What follows belongs to an exercise in optimizing a design on an open flow for small area, a short achievable clock period and few clock cycles; a production flow would make more cautious choices. The RTL was checked by simulation tests, not by an equivalence proof against the original design. Power and IR drop assume default switching activity.

$ cat flow/config.mk
export PLATFORM = sky130hd
export DESIGN_NAME = ft300_stream
export DESIGN_NICKNAME = ft300_stream
export VERILOG_FILES = /design/flow/design.v
export SDC_FILE = /design/flow/constraint.sdc
export NUM_CORES = 4
export LEC_CHECK = 0
export CAP_MARGIN = 20
export CORE_MARGIN = 2
export CORE_UTILIZATION = 40
export SLEW_MARGIN = 20
$ cat flow/constraint.sdc
create_clock -name core_clock -period 15.0 [get_ports {clk}]
set_input_delay 3.0000 -clock core_clock [delete_from_list [all_inputs] [get_ports {clk}]]
set_output_delay 3.0000 -clock core_clock [all_outputs]
set_load 0.01 [all_outputs]
$ cat flow/design.v
module ft300_stream (
    input  wire         clk,
    input  wire         rst,             
    input  wire         ev_valid,
    input  wire [10:0]  ev,              
    input  wire [31:0]  now,             
    output wire         ev_ready,
    output reg          meas_valid,
    output reg  [107:0] meas_h,          
    output reg  [383:0] meas_f,          
    output reg  [31:0]  meas_freq,       
    output reg          stop_valid,
    output wire [2:0]   st,
    output wire [1:0]   err,
    output wire [1:0]   err_detail,
    output wire         xport_held,
    output wire         zero_valid,
    output wire         cancel_pending,
    output wire [4:0]   clen,
    output wire [31:0]  count
);
    localparam [2:0] OP_IDLE    = 3'b000;
    localparam [2:0] OP_BYTE    = 3'b001;
    localparam [2:0] OP_TIMEOUT = 3'b010;
    localparam [2:0] OP_START   = 3'b011;
    localparam [2:0] OP_CANCEL  = 3'b100;
    localparam [2:0] OP_RESET   = 3'b101;
    localparam [2:0] ST_UNINIT  = 3'd0;
    localparam [2:0] ST_WARM    = 3'd1;
    localparam [2:0] ST_ZERO    = 3'd2;
    localparam [2:0] ST_STREAM  = 3'd3;
    localparam [2:0] ST_STOP    = 3'd4;
    localparam [1:0] ERR_NONE      = 2'b00;
    localparam [1:0] ERR_CANCELLED = 2'b01;
    localparam [1:0] ERR_TRANSPORT = 2'b10;
    localparam [1:0] ERR_PROTOCOL  = 2'b11;
    localparam [1:0] DET_NONE    = 2'b00;
    localparam [1:0] DET_TIMEOUT = 2'b01;
    localparam [1:0] DET_LENGTH  = 2'b10;
    localparam [1:0] DET_CRC     = 2'b11;
    localparam [7:0]  MARKER0 = 8'h20;
    localparam [7:0]  MARKER1 = 8'h4E;
    localparam [15:0] CRC_AFTER_MARKER = 16'h4498;
    localparam [5:0]  DIV_STEPS = 6'd61;
    reg [2:0]   st_q;
    reg [4:0]   clen_q;
    reg         m1_q;
    reg [7:0]   buf_q [0:13];
    reg [15:0]  crc_q;
    reg [15:0]  zero_q [0:5];
    reg         zero_valid_q;
    reg [31:0]  count_q;
    reg [31:0]  t0_q;
    reg [1:0]   err_q;
    reg [1:0]   det_q;
    reg         cancel_q;
    reg         xport_q;
    reg         busy_q;          
    reg         load_q;          
    reg [5:0]   step_q;
    reg [17:0]  m_q [0:5];       
    reg [31:0]  elapsed_q;
    assign st             = st_q;
    assign err            = err_q;
    assign err_detail     = det_q;
    assign xport_held     = xport_q;
    assign zero_valid     = zero_valid_q;
    assign cancel_pending = cancel_q;
    assign clen           = clen_q;
    assign count          = count_q;
    assign ev_ready = !busy_q;
    wire        accept = ev_valid && ev_ready;
    wire [2:0]  op     = ev[10:8];
    wire [7:0]  b      = ev[7:0];
    wire        active = (st_q == ST_WARM) || (st_q == ST_ZERO) || (st_q == ST_STREAM);
    wire [4:0]  chunk_len = (clen_q == 5'd17) ? 5'd17 : clen_q + 5'd1;
    wire        hit       = m1_q && (b == MARKER1);
    reg [15:0]  crc_next;
    integer     k;
    always @* begin
        crc_next = (clen_q == 5'd0) ? CRC_AFTER_MARKER : crc_q;
        crc_next = crc_next ^ {8'h00, b};
        for (k = 0; k < 8; k = k + 1)
            crc_next = crc_next[0] ? ((crc_next >> 1) ^ 16'hA001) : (crc_next >> 1);
    end
    wire [15:0] crc_field = {buf_q[13], buf_q[12]};
    wire        crc_ok    = (crc_q == crc_field);
    reg signed [15:0] raw   [0:5];
    reg signed [15:0] hund  [0:5];
    reg signed [17:0] meas  [0:5];
    reg signed [15:0] tq, tr;
    reg signed [15:0] fl;
    reg        [3:0]  dig;
    integer           i;
    always @* begin
        for (i = 0; i < 6; i = i + 1) begin
            raw[i] = {buf_q[2*i+1], buf_q[2*i]};
            if (i < 3) begin
                hund[i] = raw[i];
            end else begin
                tq = raw[i] / 16'sd10;
                tr = raw[i] % 16'sd10;
                if (tr < 0) begin
                    fl  = tq - 16'sd1;
                    dig = tr + 16'sd10;
                end else begin
                    fl  = tq;
                    dig = tr[3:0];
                end
                if (dig > 4'd5 || (dig == 4'd5 && fl[0]))
                    hund[i] = fl + 16'sd1;
                else
                    hund[i] = fl;
            end
            meas[i] = {{2{hund[i][15]}}, hund[i]} - {{2{zero_q[i][15]}}, zero_q[i]};
        end
    end
    wire        conv_done = busy_q && !load_q && (step_q == DIV_STEPS);
    integer j;
    always @(posedge clk) begin
        meas_valid <= 1'b0;
        stop_valid <= 1'b0;
        if (rst) begin
            st_q         <= ST_UNINIT;
            clen_q       <= 5'd0;
            m1_q         <= 1'b0;
            zero_valid_q <= 1'b0;
            count_q      <= 32'd0;
            t0_q         <= 32'd0;
            err_q        <= ERR_NONE;
            det_q        <= DET_NONE;
            cancel_q     <= 1'b0;
            xport_q      <= 1'b0;
            busy_q       <= 1'b0;
            load_q       <= 1'b0;
            for (j = 0; j < 6; j = j + 1)
                zero_q[j] <= 16'd0;
        end else if (busy_q) begin
            load_q <= 1'b0;
            if (conv_done) begin
                busy_q     <= 1'b0;
                meas_valid <= 1'b1;
                if (cancel_q) begin
                    st_q       <= ST_STOP;
                    err_q      <= ERR_CANCELLED;
                    det_q      <= DET_NONE;
                    cancel_q   <= 1'b0;
                    xport_q    <= 1'b0;
                    stop_valid <= 1'b1;
                end
            end
        end else if (accept) begin
            case (op)
            OP_START: begin
                if (st_q == ST_UNINIT) begin
                    st_q    <= ST_WARM;
                    xport_q <= 1'b1;
                    clen_q  <= 5'd0;
                    m1_q    <= 1'b0;
                end
            end
            OP_CANCEL: begin
                if (st_q == ST_STREAM && clen_q == 5'd0) begin
                    st_q       <= ST_STOP;
                    err_q      <= ERR_CANCELLED;
                    det_q      <= DET_NONE;
                    cancel_q   <= 1'b0;
                    xport_q    <= 1'b0;
                    stop_valid <= 1'b1;
                end else if (active) begin
                    cancel_q <= 1'b1;
                end
            end
            OP_TIMEOUT: begin
                if (active) begin
                    st_q       <= ST_STOP;
                    err_q      <= ERR_TRANSPORT;
                    det_q      <= DET_TIMEOUT;
                    clen_q     <= 5'd0;
                    m1_q       <= 1'b0;
                    cancel_q   <= 1'b0;
                    xport_q    <= 1'b0;
                    stop_valid <= 1'b1;
                end
            end
            OP_RESET: begin
                st_q         <= ST_UNINIT;
                clen_q       <= 5'd0;
                m1_q         <= 1'b0;
                zero_valid_q <= 1'b0;
                count_q      <= 32'd0;
                t0_q         <= 32'd0;
                err_q        <= ERR_NONE;
                det_q        <= DET_NONE;
                cancel_q     <= 1'b0;
                xport_q      <= 1'b0;
                for (j = 0; j < 6; j = j + 1)
                    zero_q[j] <= 16'd0;
            end
            OP_BYTE: begin
                if (active) begin
                    if (clen_q < 5'd14)
                        buf_q[clen_q] <= b;
                    if (clen_q < 5'd12)
                        crc_q <= crc_next;
                    if (!hit) begin
                        m1_q   <= (b == MARKER0);
                        clen_q <= chunk_len;
                    end else begin
                        clen_q <= 5'd0;
                        m1_q   <= 1'b0;
                        if (st_q == ST_WARM) begin
                            st_q <= ST_ZERO;
                        end else if (chunk_len != 5'd16 || !crc_ok) begin
                            st_q       <= ST_STOP;
                            err_q      <= ERR_PROTOCOL;
                            det_q      <= (chunk_len != 5'd16) ? DET_LENGTH : DET_CRC;
                            cancel_q   <= 1'b0;
                            xport_q    <= 1'b0;
                            stop_valid <= 1'b1;
                        end else if (st_q == ST_ZERO) begin
                            for (j = 0; j < 6; j = j + 1)
                                zero_q[j] <= hund[j];
                            zero_valid_q <= 1'b1;
                            count_q      <= 32'd0;
                            t0_q         <= now;
                            if (cancel_q) begin
                                st_q       <= ST_STOP;
                                err_q      <= ERR_CANCELLED;
                                det_q      <= DET_NONE;
                                cancel_q   <= 1'b0;
                                xport_q    <= 1'b0;
                                stop_valid <= 1'b1;
                            end else begin
                                st_q <= ST_STREAM;
                            end
                        end else begin
                            for (j = 0; j < 6; j = j + 1)
                                m_q[j] <= meas[j];
                            count_q   <= count_q + 32'd1;
                            elapsed_q <= now - t0_q;
                            busy_q    <= 1'b1;
                            load_q    <= 1'b1;
                        end
                    end
                end
            end
            default: ;  
            endcase
        end
    end
    reg [15:0]  fmag   [0:5];    
    reg [3:0]   fmsb   [0:5];    
    reg [15:0]  fnorm  [0:5];    
    reg [60:0]  fnum_q [0:5];    
    reg [6:0]   frem_q [0:5];    
    reg [54:0]  fquo_q [0:5];
    reg [3:0]   fexp_q [0:5];    
    reg         fsgn_q [0:5];
    reg         fzero_q[0:5];
    reg [60:0]  qnum_q;
    reg [32:0]  qrem_q;
    reg [52:0]  qquo_q;
    integer a, s;
    always @* begin
        for (a = 0; a < 6; a = a + 1) begin
            fmag[a] = m_q[a][17] ? (~m_q[a][15:0] + 16'd1) : m_q[a][15:0];
            fmsb[a] = 4'd0;
            for (s = 0; s < 16; s = s + 1)
                if (fmag[a][s])
                    fmsb[a] = s[3:0];
            fnorm[a] = fmag[a] << (4'd15 - fmsb[a]);
        end
    end
    reg [7:0]  ftrial [0:5];
    reg [33:0] qtrial;
    always @* begin
        for (a = 0; a < 6; a = a + 1)
            ftrial[a] = {frem_q[a], fnum_q[a][60]};
        qtrial = {qrem_q, qnum_q[60]};
    end
    always @(posedge clk) begin
        if (busy_q) begin
            if (load_q) begin
                step_q <= 6'd0;
                for (j = 0; j < 6; j = j + 1) begin
                    fnum_q[j]  <= {fnorm[j], 45'd0};
                    frem_q[j]  <= 7'd0;
                    fquo_q[j]  <= 55'd0;
                    fexp_q[j]  <= fmsb[j];
                    fsgn_q[j]  <= m_q[j][17];
                    fzero_q[j] <= (fmag[j] == 16'd0);
                end
                qnum_q <= {9'd0, {20'd0, count_q} * 52'd1000000};
                qrem_q <= 33'd0;
                qquo_q <= 53'd0;
            end else if (step_q != DIV_STEPS) begin
                step_q <= step_q + 6'd1;
                for (j = 0; j < 6; j = j + 1) begin
                    fnum_q[j] <= fnum_q[j] << 1;
                    if (ftrial[j] >= 8'd100) begin
                        frem_q[j] <= ftrial[j] - 8'd100;
                        fquo_q[j] <= {fquo_q[j][53:0], 1'b1};
                    end else begin
                        frem_q[j] <= ftrial[j][6:0];
                        fquo_q[j] <= {fquo_q[j][53:0], 1'b0};
                    end
                end
                qnum_q <= qnum_q << 1;
                if (qtrial >= {2'b00, elapsed_q}) begin
                    qrem_q <= qtrial - {2'b00, elapsed_q};
                    qquo_q <= {qquo_q[51:0], 1'b1};
                end else begin
                    qrem_q <= qtrial[32:0];
                    qquo_q <= {qquo_q[51:0], 1'b0};
                end
            end
        end
    end
    reg [52:0]  mant   [0:5];
    reg         guard  [0:5];
    reg         sticky [0:5];
    reg [53:0]  mrnd   [0:5];
    reg [10:0]  bexp   [0:5];
    reg [63:0]  fpack  [0:5];
    reg [33:0]  qtwice;
    reg         qinc;
    reg [53:0]  qrnd;
    reg [31:0]  freq_val;
    always @* begin
        for (a = 0; a < 6; a = a + 1) begin
            if (fquo_q[a][54]) begin
                mant[a]   = fquo_q[a][54:2];
                guard[a]  = fquo_q[a][1];
                sticky[a] = fquo_q[a][0] || (frem_q[a] != 7'd0);
                bexp[a]   = 11'd1017 + {7'd0, fexp_q[a]};
            end else begin
                mant[a]   = fquo_q[a][53:1];
                guard[a]  = fquo_q[a][0];
                sticky[a] = (frem_q[a] != 7'd0);
                bexp[a]   = 11'd1016 + {7'd0, fexp_q[a]};
            end
            mrnd[a] = {1'b0, mant[a]} + {53'd0, guard[a] && (sticky[a] || mant[a][0])};
            if (fzero_q[a])
                fpack[a] = 64'd0;
            else if (mrnd[a][53])
                fpack[a] = {fsgn_q[a], bexp[a] + 11'd1, 52'd0};
            else
                fpack[a] = {fsgn_q[a], bexp[a], mrnd[a][51:0]};
        end
        qtwice = {qrem_q, 1'b0};
        qinc   = (qtwice > {2'b00, elapsed_q}) ||
                 ((qtwice == {2'b00, elapsed_q}) && qquo_q[0]);
        qrnd   = {1'b0, qquo_q} + {53'd0, qinc};
        if (elapsed_q == 32'd0 || qrnd[53:32] != 22'd0)
            freq_val = 32'hFFFF_FFFF;
        else
            freq_val = qrnd[31:0];
    end
    always @(posedge clk) begin
        if (conv_done) begin
            for (j = 0; j < 6; j = j + 1) begin
                meas_h[18*j +: 18] <= m_q[j];
                meas_f[64*j +: 64] <= fpack[j];
            end
            meas_freq <= freq_val;
        end
    end
endmodule
$ cat flow/run.sh
#!/bin/bash
# synth_recipe.tcl (not shown) runs the flow's synth.tcl, then flattens the netlist and writes it again
# the make line also repeats each setting of config.mk as NAME=value (left out here)
make -C /OpenROAD-flow-scripts/flow DESIGN_CONFIG=/design/flow/config.mk WORK_HOME=/design/flow/orfs CLKGATE_MAP_FILE= SYNTH_SCRIPT=/design/flow/synth_recipe.tcl finish
==> results_dict.tcl <==
set metrics [dict create \
    rsz0062_at_grt "false" \
    hold_ws_ns 0.459 \
    crit_required_ns 15.73 \
    hp-class "flip-flop to flip-flop" \
    cts.clk_slew.worst_paths_ns 0.06 \
    grtUsageTotal 0.202 \
    clock-skew-final_ns 0.0840 \
    dp_hpwl_um 195000 \
    dr.pass1.iters 6 \
    wl_um 272000 \
    synth_area_leaders "edfxtp_1 42%, ha_1 5.1%, xor2_1 4.1%, xnor2_1 4.0%, nor2_1 3.8%" \
    numCtsBuffers 194 \
    num_vias 77296 \
    core_mm2 0.257 \
    layout_commonest_cell "edfxtp_1" \
    fin_crit_ns 13.70 \
    synth_compound_area_frac 0.128 \
    cts_tree "done" \
    synthArstFlopShare 0 \
    synth_nets 10804 \
    grt_pass1_wl_um 428000 \
    hp-start "zero_q[5][12]" \
    drv_cap 0 \
    synth_seq_cells 1611 \
    timing.final.crit_share 0.913 \
    grt_max_degree 196 \
    cts_root_buf "clkbuf_16" \
    reg2reg_slack_ns 1.30 \
    finalHoldViolCount 0 \
    cp_slowest_stage_delay_ns 0.59 \
    slew_headroom 0.115 \
    setup_viol 0 \
    max_freq_mhz 73.0 \
    path_class "flip-flop to flip-flop" \
    min_delay_path_depth 2 \
    cp_slowest_cell "or2_1" \
    ys_seq_area_frac 0.452 \
    area_delta_synth_final_pct 15.5 \
    start_util 0.402 \
    first_iter_violations 5994 \
    fillCellCount 23744 \
    die_h_um 512 \
    power-per-cell-area_mw_per_mm2 81.9 \
    leakage_uw 0.0443 \
    dieWidth_um 512 \
    dieArea_mm2 0.262 \
    tightest_slew_ns 1.33 \
    synth_top_area_share 0.417 \
    synth-adder-area-share 0.0792 \
    yosysWarnings 22 \
    via_per_inst 5.45 \
    grt_pass1_vias 74533 \
    rows 186 \
    fin_setup_tns_ns 0 \
    drive_gt1_frac 0.0619 \
    maxSlewViolCount 0 \
    timing.rr.start "buf_q[10][0]" \
    final_cell_mix "1431 x edfxtp_1, 1052 x nor2_1, 811 x nand2_1" \
    drc 0 \
    synth.largest_area_cell "edfxtp_1" \
    ios 620 \
    yosys.cell_types.count 130 \
    synth-simple-area-share 0.170 \
    synth.cell_area_mm2 0.103 \
    place_congestion 0.902 \
    syn_area_per_cell_um2 10.1 \
    cp-start-kind "flip-flop" \
    worst_r2r_path_depth 51 \
    antenna_left 0 \
    cp_max_fo 20 \
    hold_end "zero_q[5][12]" \
    clock-sinks 1611 \
    synth_xor_xnor_area_share 0.0814 \
    synth_top_family_by_area "simple AND/OR/NAND/NOR gates" \
    synthCells 10194 \
    routedWlPerCell_um 19.2 \
    clk_path_buf_depth 4 \
    nNetsFinal 11254 \
    reg2reg_to "m_q[5][16]" \
    yosys-mux-area-fraction 0.0504 \
    port_buffers 619 \
    antenna_found_initial 21 \
    end_kind "flip-flop" \
    status "complete, no violations" \
    cts.htree.levels 4 \
    arrival_ns 14.43 \
    peakVddDrop_v 0.0000984 \
    insertion_delay_ns 0.88 \
    synth-edff-count 1431 \
    overflow 0 \
    ys.flop_type "edfxtp_1" \
]
==> per-stage QoR <==
step	setup slack, ns	std cells	area, um2	power (uW)	util
after floorplan	0.884	10194	103000	4970	-
after global placement	1.50	13828	112000	5020	0.438
after detailed placement	1.11	13828	112000	5020	0.438
after CTS	0.985	14180	119000	9900	0.464
after global routing	0.141	14194	119000	10100	0.464
final	1.30	14195	119000	9750	0.464
==> worst max path at each step <==
stage	slack [ns]	to	startpoint
floorplan	0.88	elapsed_q[0]	ev[0]
global placement	1.50	m_q[5][16]	buf_q[10][5]
detailed placement	1.11	m_q[3][16]	buf_q[6][5]
CTS	0.99	m_q[3][16]	buf_q[6][5]
global route	0.14	m_q[5][16]	buf_q[10][0]
finish	1.30	m_q[5][16]	buf_q[10][0]
==> what timing repair did <==
action                     in CTS  in global routing
setup endpoints to repair       0                  3
buffers inserted                0                  3
gates resized for setup         0                  3
hold buffers                    0                  0
==> flip-flops by register name, indices dropped and copies added, names as in the netlist, 16 cells and up <==
signal     count
buf_q        112
count_q       32
crc_q         16
elapsed_q     32
fexp_q        24
fnum_q        96
fquo_q       330
frem_q        42
m_q          102
meas_f       384
meas_freq     32
meas_h       102
qnum_q        55
qquo_q        53
qrem_q        33
t0_q          32
zero_q        96
==> power by group <==
| group | total [uW] | internal [uW] | switching, uW |
|---|---|---|---|
| Sequential | 4820 | 4820 | 1.89 |
| Clock | 4830 | 2890 | 1940 |
| Combinational | 98.5 | 37.4 | 61.0 |
| Total | 9750 | 7750 | 2000 |
==> layer usage <==
layer,track usage,routed length (um),vias to the layer above
met1,0.279,126000,37544
li1,-,-,37576
met2,0.327,125000,1787
met5,0,0,-
met4,0.0701,8810,0
met3,0.0224,12000,389
==> layout make-up <==
cell class	instances	area, um2	share of cell area
antenna	11	27.5	0.000231
clock buffer	249	5300	0.0445
clock inverter	103	1190	0.00996
inverter	568	2140	0.0180
multi-input combinational	7561	52700	0.442
sequential	1611	46600	0.391
tap	3384	4230	0.0356
timing repair buffer	708	6920	0.0581
==> Yosys cell counts, types with 28 or more instances <==
cell type and instances:
mux2i_1 334, nand2_1 812, xnor2_1 468, o211ai_1 62, fa_1 143, o21bai_1 56, nor3_1 152, buf_1 35
a21boi_0 57, dfxtp_1 180, or4_1 33, clkbuf_1 368, and2_1 84, nor2b_1 530, nor4_1 61, edfxtp_1 1431
a21oi_1 470, ha_1 421, nor2_1 1053, o41ai_1 28, o31ai_1 67, a22o_1 28, o21ai_0 333, nand2b_1 80
nand3_1 300, a21o_1 121, a31oi_1 78, o21a_1 34, a22oi_1 102, or2_2 30, mux2_2 160, o2bb2ai_1 34
a211oi_1 169, and3_1 168, or3_1 70, inv_1 548, nand4_1 88, xor2_1 485
==> critical path, delay by kind of cell, from the launching register on <==
family / cells / cell delay (ns)
multiplexers: 3 / 0.69
AND/OR/NAND/NOR: 12 / 3.73
flip-flops: 1 / 0.53
buffers and inverters: 5 / 0.77
XOR/XNOR: 3 / 0.58
adder cells (fa/ha/maj): 6 / 1.73
AO/OA/AOI/OAI: 22 / 5.56
==> kinds of logic after synthesis <==
logic type	count (synthesis)
XOR/XNOR	955
multiplexers	497
adder cells (fa/ha/maj)	568
AO/OA/AOI/OAI	1949
AND/OR/NAND/NOR	3592
buffers and inverters	1022
flip-flops	1611
Testbench counts, summed over its fixed seeds: cycles 51,061.

==> separate check: timing with driven ports <==
The results above use ideal ports. As a check the final layout listed here was re-extracted and re-timed, cells and wires unchanged. Step 1 (the two cells are an assumption about what drives the block):
set clk [get_ports {clk}]
set_driving_cell -lib_cell sky130_fd_sc_hd__clkbuf_16 $clk
set_driving_cell -lib_cell sky130_fd_sc_hd__buf_2 [delete_from_list [all_inputs] $clk]
Step 2 adds t to the input delays and takes it off the output delays; t is the mean of the earliest and latest rising clock arrival at the registers after step 1. Input paths then give back, and output paths get back, about the clock's delay inside the block. a / b / c = ideal / step 1 / step 2; a / b = the first two.
t (ns): 0.929
setup WS [ns]: 1.304 / 1.304 / 1.304
hold WS [ns]: 0.459 / 0.459 / 0.459
worst slew at a driven data input, ns: 0.14
cell pins on the clock port's net: 1
After both steps setup and hold are still met in this run. The setup slack of this run moves by 0.000 ns with the drivers and by 0.000 ns with both steps.
